Background: an optimization exercise with open tools, aiming at small area and a short achievable clock period. Do not read the settings as production practice. Function was checked by simulation only, so behaviour that the tests miss may differ from the original. No activity file was given, so power comes from the tool's default toggle rates.

==> flow/design.v (outline; a module is shown in full before it is edited, if it fits) <==
// module osc_bank: 166 lines
// module osc_mac_s: 738 lines
// module osc_mac_c: 786 lines
module osc_bank #(
    parameter N      = 16,
    parameter D      = 4,
    parameter ADDR_W = 5
) (
    input  wire              clk,
    input  wire              rst,            
    input  wire [ADDR_W-1:0] address,
    input  wire              select,         
    input  wire [3:0]        mask,
    input  wire [15:0]       data_in,
    input  wire              write_enable,
    input  wire              update,
    output reg  [15:0]       data_out,
    output wire              write_error,
    output wire              read_error
);
  // ...
==> flow/flow/run.sh <==
#!/bin/bash
# Standard layout (the standard.sh, standard synthesis), with these
# changes: the port buffers are buf_4 cells instead of the flow's default
# pick (a slow delay buffer), timing repair aims for 6 ns of setup slack,
# and clock tree synthesis uses clkbuf_8 buffers without dummy loads.
# All tool output goes to standard.log in this folder.
set -euo pipefail
export BUFFER_PORTS_ARGS="-buffer_cell sky130_fd_sc_hd__buf_4"
export SETUP_SLACK_MARGIN=6
export CTS_ARGS="-sink_clustering_enable -repair_clock_nets -buf_list sky130_fd_sc_hd__clkbuf_8 -dont_use_dummy_load"
bash standard.sh > standard.log 2>&1
==> flow/standard.sh <==
#!/bin/bash
# synth_recipe.tcl (not shown) runs the flow's synth.tcl, then flattens the netlist and writes it again
# the make line also repeats each setting of config.mk as NAME=value (left out here)
make -C /OpenROAD-flow-scripts/flow DESIGN_CONFIG=/design/flow/config.mk WORK_HOME=/design/flow/orfs CLKGATE_MAP_FILE= SYNTH_SCRIPT=/design/flow/synth_recipe.tcl "${@:-finish}"
==> flow/config.mk <==
export PLATFORM = sky130hd
export DESIGN_NAME = osc_bank
export DESIGN_NICKNAME = osc_bank
export VERILOG_FILES = /design/flow/design.v
export SDC_FILE = /design/flow/constraint.sdc
export NUM_CORES = 4
export LEC_CHECK = 0
export CAP_MARGIN = 20
export CELL_PAD_IN_SITES_DETAIL_PLACEMENT = 1
export CELL_PAD_IN_SITES_GLOBAL_PLACEMENT = 2
export CORE_MARGIN = 2
export CORE_UTILIZATION = 55
export CTS_BUF_LIST = sky130_fd_sc_hd__clkbuf_8
export PLACE_DENSITY = 0.7
export SLEW_MARGIN = 20
==> flow/constraint.sdc <==
create_clock -name core_clock -period 13.0 [get_ports {clk}]
set_input_delay 2.6000 -clock core_clock [delete_from_list [all_inputs] [get_ports {clk}]]
set_output_delay 2.6000 -clock core_clock [all_outputs]
set_load 0.01 [all_outputs]
==> flow_summary.toml, run 1 <==
[status]
status = "no timing/DRC/antenna violations"

[min_path]
min_path_type = "reg2reg"
hold_depth = 0

[routing]
wl_mm = 286.7
dr.pass1.iters = 6
met3_length_mm = 35.33

[finish]
nMultiInputCombCells = 3424
sequential_cell_area_mm2 = 0.04038
area_growth_pct = 8.878
fin_nets = 6388
multi_input_area_share_pct = 36.79
clockNetworkAreaShare_pct = 3.921
final_cell_mix = "1,168 x edfxtp_1, 451 x inv_1, 431 x fa_1"
fillCellCount = 12740

[sta]
max_slew.worst_pin.slew_ns = 1.226
finalCriticalPeriod_ns = 7.032
fmax_mhz = 142.2
slew_violations = 0
finalCritPeriodShare_pct = 54.10

[clock_network]
cts_hold_buf = 0
cts_htree_levels = 4

[yosys]
synthArstFlopShare_pct = 0
synth_enable_flop_cells = 1168
synth_common_cells = "1,168 x edfxtp_1, 464 x inv_1, 431 x fa_1"
syn-mean-instance-area_um2 = 12.69
synth.most_common_cell = "edfxtp_1"

[pwr]
intPower_mw = 10.76
powerDensity_mw_per_mm2 = 223.4
top_power_group = "combinational cells"
pwr-share-seq_pct = 40.6
p_total_mw = 17.49
p_sw_share_pct = 38.48
cellLeakagePower_nw = 29.11
p_switching_mw = 6.729

[setup_path]
timing.critical_path.from = "address[2]"
cp_slowest_cell = "a21oi_2"
cp.required_ns = 10.40
cp_max_fo = 17

[place]
gp_congestion = 0.9667
hpwl_mm = 176.9
portBuffers = 47

[global_routing]
busiest_layer = "met2"
grt_pass1_vias = 55060

[floorplanning]
coreArea_mm2 = 0.1296
==> run 2: changes to the inputs <==
==> flow/flow/run.sh (replaced) <==
#!/bin/bash
# Standard layout (the standard.sh, standard synthesis), with these
# changes: the port buffers are buf_4 cells instead of the flow's default
# pick (a slow delay buffer), timing repair aims for 6 ns of setup slack,
# and clock tree synthesis uses clkbuf_16 buffers without dummy loads,
# in clusters of up to 24 sinks.
# All tool output goes to standard.log in this folder.
set -euo pipefail
export BUFFER_PORTS_ARGS="-buffer_cell sky130_fd_sc_hd__buf_4"
export SETUP_SLACK_MARGIN=6
export CTS_ARGS="-sink_clustering_enable -repair_clock_nets -buf_list sky130_fd_sc_hd__clkbuf_16 -dont_use_dummy_load -sink_clustering_size 24 -sink_clustering_max_diameter 120"
bash standard.sh > standard.log 2>&1
==> flow_summary.toml, run 2 <==
[status]
status = "no timing/DRC/antenna violations"

[clock_network]
clk_pin_slew_worst_paths_ns = 0.10
root_buffer = "clkbuf_16"
clock_path_buffers = 3
cts_tree = "yes"
numClockSinks = 1430
clock_latency_ns = 0.73
cts_made_buffers = 71
cts_htree_levels = 3
cts_hold_buf = 0

[pwr]
pwr-share-seq_pct = 42.1
powerDensity_mw_per_mm2 = 218.5
intPower_mw = 10.25
p_switching_mw = 6.580
power_frac_comb_pct = 43.5
cellLeakagePower_nw = 28.39
peakVddDrop_mv = 0.2549
p_sw_share_pct = 39.09
clkPwrFrac_pct = 14.3

[setup_path]
criticalPathCategory = "in2out"
startpoint_type = "input pin"
critPathCaptureType = "primary output"
cp_common_cell = "buf_4"
arrival_ns = 4.42
cp.required_ns = 10.40
cp_max_fo = 17
cp_slowest_cell = "a21oi_2"
max_stage_delay_ns = 0.42
crit_chain = "buf_4 > nor2b_4 > nand3_1 > buf_6 > o22ai_1 > nor4_1 > a21oi_2 > buf_4"

[global_routing]
antenna_found_initial = 17
grt_pass1_wl_mm = 399.0
use_met3_pct = 11.27
busiest_layer = "met2"
grt_usage_pct = 42.76
grt_use_met2_pct = 66.47
grtUsageMet1_pct = 54.96
overflow = 0
grt_max_degree = 75
grt_pass1_vias = 53840

[floorplanning]
coreArea_mm2 = 0.1296
io_pins = 48
dieHeight_um = 365.5
die_x_um = 365.5
dieArea_mm2 = 0.1336
num_rows = 132
start_util_pct = 55.45

[sta]
whs_ns = 0.2997
tns_ns = 0
finalCritPeriodShare_pct = 53.98
clock_skew_ns = 0.09375
hold_viol = 0
finalSetupViolCount = 0
rsz0062_at_grt = "false"
max_slew_margin_pct = 17.40
slew_violations = 0
max_slew.worst_pin.slew_ns = 1.236
finalCriticalPeriod_ns = 7.018
fmax_mhz = 142.5

[routing]
dr.pass1.iters = 6
drtIter0Drc = 7483
wl_per_cell_um = 38.35
drc = 0
vias = 52160
wl_mm = 284.1
vias_per_cell = 7.041
postRouteAntennaNets = 0

[yosys]
synth_area_mm2 = 0.07189
ys_warn_count = 12
yosys-top-cells-area = "edfxtp_1 49%, fa_1 12%, dfxtp_1 7.3%, nor2b_1 3.4%, a22o_1 3.1%"
ys_ff_latch = 1430
ys_seq_area_share_pct = 56.08
syn-mean-instance-area_um2 = 12.69
synth_ff_type = "edfxtp_1"
ys_types = 75
synth.most_common_cell = "edfxtp_1"
synth_top_area_share_pct = 48.79
synthCells = 5666
synth_nets = 6249
yosysTopAreaCell = "edfxtp_1"
synthArstFlopShare_pct = 0
synth_enable_flop_cells = 1168
synth_common_cells = "1,168 x edfxtp_1, 464 x inv_1, 431 x fa_1"

[place]
portBuffers = 47
postPlaceCellArea_mm2 = 0.07485
hpwl_mm = 176.9
gp_congestion = 0.9667

[finish]
final_area_mm2 = 0.07705
final_cell_mix = "1,168 x edfxtp_1, 451 x inv_1, 431 x fa_1"
fin_nets = 6238
drive_above_1_share_pct = 8.208
finish.utilization_pct = 59.43
fillCellCount = 12690
layout_commonest_cell = "edfxtp_1"
area_growth_pct = 7.176

[min_path]
min_path_type = "reg2reg"

[run]
maxCapViolations = 0
[run 2: cell types whose count changed in the layout (fill, tap and decap cells not counted), sizes merged]
cell	delta
buf	+2
diode	+4
clkbuf	-152
[run 2: path summary, 6_finish.rpt]
check	from	to	slack [ns]	depth (start not counted)
setup / recovery	address[0]	data_out[1]	5.98	8
hold reg to reg	p2_s[14]$_DFF_P_	p3_s[14]$_DFF_P_	0.30	0
setup reg to reg	cur[12]$_SDFFE_PP0N_	disp_r[14][9]$_DFFE_PP_	6.25	20
hold / removal	p2_s[14]$_DFF_P_	p3_s[14]$_DFF_P_	0.30	0
[run 2: layer usage]
metal / share of wire (%) / wire length (um)
met2: 45 / 127400
met4: 7.0 / 19820
met1: 36 / 103000
met5: 0.032 / 90
met3: 12 / 33770
[run 2: power by group through the flow]
stage / Clock, mW / Combinational (mW) / Sequential, mW
after floorplan: 0 / 4.51 / 6.90
after global placement: 0 / 6.77 / 7.12
after detailed placement: 0 / 7.05 / 7.17
after CTS: 2.42 / 7.16 / 7.07
after global routing: 2.54 / 8.10 / 7.14
final: 2.41 / 7.33 / 7.09
[run 2: critical path: cells and delay by family]
kind	cells	cell delay [ns]
AOI/OAI and AO/OA	2	0.69
buffers and inverters	3	0.60
and+or+nand+nor	3	0.48
[run 2: logic make-up (layout without fill, tap and decap cells)]
logic type | count (synthesis) | after routing | synth area share, %
compound gates | 1355 | 1355 | 13.44
xor+xnor | 85 | 85 | 1.036
fa+ha+maj | 553 | 553 | 14.13
buf+inv | 812 | 799 | 4.442
flops | 1430 | 1430 | 56.08
mux | 19 | 19 | 0.2645
other cells | 0 | 12 | 0
simple gates | 1412 | 1412 | 10.61
[run 2: repair_timing]
action | CTS | global route
setup endpoints to repair | 234 | 202
setup buffers | 0 | 10
resized for setup | 12 | 29
pin swaps | 0 | 2
[run 2: metrics by stage]
stage | instances | power [mW] | setup slack [ns]
after global routing | 7399 | 17.78 | 6.000
after floorplan | 5666 | 11.41 | 6.264
after CTS | 7384 | 16.64 | 5.992
after global placement | 7313 | 13.89 | 5.550
final | 7407 | 16.83 | 5.982
after detailed placement | 7313 | 14.22 | 5.306
[run 2: final cells by class]
class                           count  area, um^2  area share, %
Antenna cell                       12       30.03        0.03897
Clock buffer                       71        1777          2.306
Inverter                          468        1757          2.280
Multi-Input combinational cell   3424       28850          37.44
Sequential cell                  1430       40380          52.41
Tap cell                         1742        2180          2.829
Timing Repair Buffer              260        2082          2.702

what the ideal ports hide:
In the flow no input, the clock included, has a driving cell. The finished layouts below were timed again as built, in two steps. Step 1 assumes that a clkbuf_16 drives the clock port and a buf_2 every other input. Step 2 moves the port delays by t, midway between the first and last clock arrival at a register: inputs arrive t later, outputs are due t later. That takes back most of the time a late clock gives input paths. a / b / c = no drivers / after step 1 / after step 2; a / b = the first two.
run | t, ns | setup slack, ns | worst setup path after step 2 | worst register clock-pin slew, ns | pins driven straight from the clock port
run 1 | 1.025 | 5.968 / 5.849 / 5.849 | input to output | 0.07 / 0.07 | 1
run 2 | 0.772 | 5.982 / 5.864 / 5.864 | input to output | 0.11 / 0.11 | 1
After both steps setup and hold are still met in every run listed. For run 1, which loses most, drivers alone change the setup slack by -0.119 ns; drivers and shift together by -0.119 ns.
